Source: an optimization exercise on an open RTL-to-GDS flow (aim: small area and a short achievable clock period). Production flows keep margins and buffers that such runs may drop. In this exercise RTL edits were held to simulation tests only and were not proved equivalent to the original.

==> build 62 <==
==> flow/design.v (excerpt) <==
module tvg_blend4 (
    input  wire         clk,
    input  wire         rst,           
    input  wire         in_valid,
    input  wire [1:0]   in_op,         
    input  wire         in_cs,         
    input  wire [1:0]   in_mm,         
    input  wire [31:0]  in_color,      
    input  wire [7:0]   in_opacity,    
    input  wire [7:0]   in_cov,        
    input  wire [127:0] in_dst,        
    input  wire [127:0] in_src,        
    input  wire [127:0] in_mask,       
    output reg          out_valid,
    output wire [127:0] out_pix,       
    output reg          out_dst_rd,    
    output reg          out_mask_rd    
);
    reg         v0;
    reg [1:0]   op0;
    reg         cs0;
    reg [1:0]   mm0;
    reg [7:0]   ca0;
    reg [7:0]   opa0;
    reg [7:0]   cov0;
    always @(posedge clk) begin
        if (rst)
            v0 <= 1'b0;
        else
            v0 <= in_valid;
        op0  <= in_op;
        cs0  <= in_cs;
        mm0  <= in_mm;
        ca0  <= in_color[31:24];
        opa0 <= in_opacity;
        cov0 <= in_cov;
    end
    wire is_clear = (op0 == 2'd0);
    wire is_image = op0[1];
    wire maskon   = mm0[1];
    wire [7:0] u_hi, u_g, u_lo;
    tvg_am8_r u_am_hi (
        .clk (clk),
        .a   (in_op[1] ? in_opacity : in_cs ? in_color[7:0] : in_color[23:16]),
        .b   (in_op[1] ? in_cov     : in_color[31:24]),
        .y   (u_hi)
    );
    tvg_am8_r u_am_g  (.clk(clk), .a(in_color[15:8]), .b(in_color[31:24]), .y(u_g));
    tvg_am8_r u_am_lo (
        .clk (clk),
        .a   (in_cs ? in_color[23:16] : in_color[7:0]),
        .b   (in_color[31:24]),
        .y   (u_lo)
    );
    wire [7:0] k_other = is_clear ? 8'h00 : is_image ? opa0 : cov0;
    reg [31:0] nc1;
    reg [7:0]  nk_other1;
    reg        rle1;
    always @(posedge clk) begin
        nc1      <= ~{ca0, u_hi, u_g, u_lo};
        nk_other1 <= ~k_other;
        rle1     <= (op0 == 2'd3);
    end
    wire [7:0] nk_s2 = rle1 ? nc1[23:16] : nk_other1;
    wire direct = !is_image && !is_clear && (ca0 == 8'hFF) && (mm0 == 2'd0) && (cov0 == 8'hFF);
    genvar g;
    generate
  ...
==> module tvg_blend4, before the edit <==
module tvg_blend4 (
    input  wire         clk,
    input  wire         rst,           
    input  wire         in_valid,
    input  wire [1:0]   in_op,         
    input  wire         in_cs,         
    input  wire [1:0]   in_mm,         
    input  wire [31:0]  in_color,      
    input  wire [7:0]   in_opacity,    
    input  wire [7:0]   in_cov,        
    input  wire [127:0] in_dst,        
    input  wire [127:0] in_src,        
    input  wire [127:0] in_mask,       
    output reg          out_valid,
    output wire [127:0] out_pix,       
    output reg          out_dst_rd,    
    output reg          out_mask_rd    
);
    reg         v0;
    reg [1:0]   op0;
    reg         cs0;
    reg [1:0]   mm0;
    reg [7:0]   ca0;
    reg [7:0]   opa0;
    reg [7:0]   cov0;
    always @(posedge clk) begin
        if (rst)
            v0 <= 1'b0;
        else
            v0 <= in_valid;
        op0  <= in_op;
        cs0  <= in_cs;
        mm0  <= in_mm;
        ca0  <= in_color[31:24];
        opa0 <= in_opacity;
        cov0 <= in_cov;
    end
    wire is_clear = (op0 == 2'd0);
    wire is_image = op0[1];
    wire maskon   = mm0[1];
    wire [7:0] u_hi, u_g, u_lo;
    tvg_am8_r u_am_hi (
        .clk (clk),
        .a   (in_op[1] ? in_opacity : in_cs ? in_color[7:0] : in_color[23:16]),
        .b   (in_op[1] ? in_cov     : in_color[31:24]),
        .y   (u_hi)
    );
    tvg_am8_r u_am_g  (.clk(clk), .a(in_color[15:8]), .b(in_color[31:24]), .y(u_g));
    tvg_am8_r u_am_lo (
        .clk (clk),
        .a   (in_cs ? in_color[23:16] : in_color[7:0]),
        .b   (in_color[31:24]),
        .y   (u_lo)
    );
    wire [7:0] k_other = is_clear ? 8'h00 : is_image ? opa0 : cov0;
    reg [31:0] nc1;
    reg [7:0]  nk_other1;
    reg        rle1;
    always @(posedge clk) begin
        nc1      <= ~{ca0, u_hi, u_g, u_lo};
        nk_other1 <= ~k_other;
        rle1     <= (op0 == 2'd3);
    end
    wire [7:0] nk_s2 = rle1 ? nc1[23:16] : nk_other1;
    wire direct = !is_image && !is_clear && (ca0 == 8'hFF) && (mm0 == 2'd0) && (cov0 == 8'hFF);
    genvar g;
    generate
        for (g = 0; g < 4; g = g + 1) begin : g_lane
            tvg_lane u_lane (
                .clk      (clk),
                .in_img   (in_op[1]),
                .in_src   (in_src[32*g +: 32]),
                .in_dst   (in_dst[32*g +: 32]),
                .in_ma    (in_mask[32*g+24 +: 8]),
                .nk       (nk_s2),
                .nc       (nc1),
                .clear    (is_clear),
                .maskon   (maskon),
                .inv_mask (mm0[0]),
                .pix      (out_pix[32*g +: 32])
            );
        end
    endgenerate
    reg v1, drd1, mrd1;
    reg v2, drd2, mrd2;
    reg v3, drd3, mrd3;
    always @(posedge clk) begin
        if (rst) begin
            v1        <= 1'b0;
            v2        <= 1'b0;
            v3        <= 1'b0;
            out_valid <= 1'b0;
        end else begin
            v1        <= v0;
            v2        <= v1;
            v3        <= v2;
            out_valid <= v3;
        end
        drd1        <= !is_clear && !direct;
        mrd1        <= !is_clear && maskon;
        drd2        <= drd1;
        mrd2        <= mrd1;
        drd3        <= drd2;
        mrd3        <= mrd2;
        out_dst_rd  <= drd3;
        out_mask_rd <= mrd3;
    end
endmodule
==> module tvg_lane, before the edit <==
module tvg_lane (
    input  wire        clk,
    input  wire        in_img,      
    input  wire [31:0] in_src,
    input  wire [31:0] in_dst,
    input  wire [7:0]  in_ma,       
    input  wire [7:0]  nk,          
    input  wire [31:0] nc,          
    input  wire        clear,       
    input  wire        maskon,      
    input  wire        inv_mask,    
    output reg  [31:0] pix          
);
    reg        img0;
    reg [31:0] src0;
    reg [31:0] dst0;
    reg [7:0]  ma0;
    always @(posedge clk) begin
        img0 <= in_img;
        src0 <= in_src;
        dst0 <= in_dst;
        ma0  <= in_ma;
    end
    reg        clr1;
    reg        img1;
    reg [31:0] nsrc1;
    reg [7:0]  nm1;
    reg [31:0] nd1;
    always @(posedge clk) begin
        clr1  <= clear;
        img1  <= img0;
        nsrc1 <= ~src0;
        nm1   <= !maskon ? 8'h00 : inv_mask ? ma0 : ~ma0;
        nd1   <= ~dst0;
    end
    wire [31:0] nx = img1 ? nsrc1 : nc;
    wire [31:0] ns_s2;
    tvg_amul32_iinr u_s (.np(nx), .nk(nk), .ny(ns_s2));
    reg        clr2;
    reg [31:0] ns2;
    reg [7:0]  nm2;
    reg [31:0] nd2;
    always @(posedge clk) begin
        clr2 <= clr1;
        ns2  <= ns_s2;
        nm2  <= nm1;
        nd2  <= nd1;
    end
    wire [31:0] s_s3;
    tvg_amul32_iir u_m (.np(ns2), .nk(nm2), .y(s_s3));
    reg        clr3;
    reg [23:0] sc3;      
    reg [7:0]  nf3;
    reg [31:0] nd3;
    always @(posedge clk) begin
        clr3 <= clr2;
        sc3  <= s_s3[23:0];
        nf3  <= s_s3[31:24] | {8{clr2}};
        nd3  <= nd2;
    end
    wire [7:0]  sa = clr3 ? 8'h00 : nf3;
    wire [31:0] dm;
    tvg_amul32_ii u_d (.np(nd3), .nk(nf3), .y(dm));
    always @(posedge clk)
        pix <= {sa, sc3} + dm;
endmodule
Settings: LEC_CHECK=0, CAP_MARGIN=50, CORE_MARGIN=2, CORE_UTILIZATION=60, PLACE_DENSITY=0.7, SLEW_MARGIN=75, SYNTH_HIERARCHICAL=1; clock period 30.0 ns.
standard.sh (not shown) runs the stock make flow with config.mk's settings and CLKGATE_MAP_FILE= SYNTH_SCRIPT=/design/flow/synth_recipe.tcl, a recipe that flattens the netlist after the stock synthesis.
==> flow/flow/run.sh <==
#!/bin/bash
# Layout of the version: the standard flow (standard.sh: ORFS synthesis
# and layout, unchanged), with the port buffers that global placement
# inserts on every input and output made sky130_fd_sc_hd__buf_2 instead of
# the flow's default choice (clkdlybuf4s50_1, a slow delay cell).
set -euo pipefail
export BUFFER_PORTS_ARGS="-buffer_cell sky130_fd_sc_hd__buf_2"
bash standard.sh > standard.log 2>&1
==> inputs of build 70, as changes to build 62 <==
--- a/flow/design.v
+++ b/flow/design.v
@@ -956,14 +956,7 @@
         .y   (u_lo)
     );
+    wire [31:0] color_pm = {ca0, u_hi, u_g, u_lo};
     wire [7:0] k_other = is_clear ? 8'h00 : is_image ? opa0 : cov0;
-    reg [31:0] nc1;
-    reg [7:0]  nk_other1;
-    reg        rle1;
-    always @(posedge clk) begin
-        nc1      <= ~{ca0, u_hi, u_g, u_lo};
-        nk_other1 <= ~k_other;
-        rle1     <= (op0 == 2'd3);
-    end
-    wire [7:0] nk_s2 = rle1 ? nc1[23:16] : nk_other1;
+    wire [7:0] k_s1    = (op0 == 2'd3) ? u_hi : k_other;
     wire direct = !is_image && !is_clear && (ca0 == 8'hFF) && (mm0 == 2'd0) && (cov0 == 8'hFF);
     genvar g;
@@ -976,6 +969,6 @@
                 .in_dst   (in_dst[32*g +: 32]),
                 .in_ma    (in_mask[32*g+24 +: 8]),
-                .nk       (nk_s2),
-                .nc       (nc1),
+                .k        (k_s1),
+                .color_pm (color_pm),
                 .clear    (is_clear),
                 .maskon   (maskon),
@@ -1030,6 +1023,6 @@
     input  wire [31:0] in_dst,
     input  wire [7:0]  in_ma,       
-    input  wire [7:0]  nk,          
-    input  wire [31:0] nc,          
+    input  wire [7:0]  k,           
+    input  wire [31:0] color_pm,    
     input  wire        clear,       
     input  wire        maskon,      
@@ -1048,18 +1041,17 @@
     end
     reg        clr1;
-    reg        img1;
-    reg [31:0] nsrc1;
+    reg [7:0]  nk1;
+    reg [31:0] nx1;
     reg [7:0]  nm1;
     reg [31:0] nd1;
     always @(posedge clk) begin
-        clr1  <= clear;
-        img1  <= img0;
-        nsrc1 <= ~src0;
-        nm1   <= !maskon ? 8'h00 : inv_mask ? ma0 : ~ma0;
-        nd1   <= ~dst0;
+        clr1 <= clear;
+        nk1  <= ~k;
+        nx1  <= ~(img0 ? src0 : color_pm);
+        nm1  <= !maskon ? 8'h00 : inv_mask ? ma0 : ~ma0;
+        nd1  <= ~dst0;
     end
-    wire [31:0] nx = img1 ? nsrc1 : nc;
     wire [31:0] ns_s2;
-    tvg_amul32_iinr u_s (.np(nx), .nk(nk), .ny(ns_s2));
+    tvg_amul32_iinr u_s (.np(nx1), .nk(nk1), .ny(ns_s2));
     reg        clr2;
     reg [31:0] ns2;
CORE_UTILIZATION = 80   (was 60)
CTS_CLUSTER_DIAMETER = 60   (was not set)
CTS_CLUSTER_SIZE = 20   (was not set)
PLACE_DENSITY = 0.86   (was 0.7)
==> comparison <==
- Sequential cell count: build 62 is higher than build 70 (13).
- First-iteration DRC count: build 62 is lower than build 70 (about 25%).
- Of build 62 and build 70, build 62 has the higher cell count (gap about 7%, measured against build 70).
- Of build 62 and build 70, build 62 has the higher synthesized cell count (gap about 1.8%, measured against build 70).
- In build 70 the worst setup slack is higher than in build 62, by 0.55 ns.
==> figures <==
Adder and majority cell fraction of the synthesized area: build 70 43.9%; build 62 43.5%
Vias in the first global route: build 70 89,000; build 62 86,500
Area of the multi-input gates: build 70 0.0829 mm²; build 62 0.0831 mm²
Sink of the worst hold path: build 70 g_lane[0].u_lane.nd2[15]; build 62 out_dst_rd
Share of the synthesized area in compound gates (AO/OA/AOI/OAI): build 70 8.70%; build 62 8.44%
Fraction of synthesized cell area taken by the top area cell type: build 70 37.2%; build 62 36.9%
Cell area reported after detailed placement: build 70 0.118 mm²; build 62 0.120 mm²
Gate Count Post-Synth: build 70 11,000; build 62 11,200
Number of buffers and inverters on the critical path: build 70 1; build 62 5
Cell total after placement: build 70 12,800; build 62 13,600
Status: build 70 no timing/DRC/antenna violations; build 62 no timing/DRC/antenna violations

## separate check: timing with driven ports
How much do the figures lean on ideal ports? The routed layouts below were timed once more, with nothing changed but the port constraints. Step 1 (the two cells are an assumption about what drives the block):
set clk [get_ports {clk}]
set_driving_cell -lib_cell sky130_fd_sc_hd__clkbuf_16 $clk
set_driving_cell -lib_cell sky130_fd_sc_hd__buf_2 [delete_from_list [all_inputs] $clk]
Step 2 also shifts input and output timing later by t, the mid clock arrival at the registers, as if the neighbouring blocks saw the same clock. Slacks: ideal ports / drivers / drivers and shift; pairs: ideal ports / drivers.
run | t, ns | slack for setup (ns) | hold WS [ns] | worst register clock-pin slew, ns | worst slew at a driven data input, ns
build 62 | 0.905 | 22.135 / 22.135 / 22.135 | 0.291 / 0.291 / 0.291 | 0.08 / 0.08 | 0.07
build 70 | 0.856 | 22.684 / 22.590 / 23.132 | 0.303 / 0.303 / 0.303 | 0.09 / 0.09 | 0.18
After both steps setup and hold are still met in every run listed.
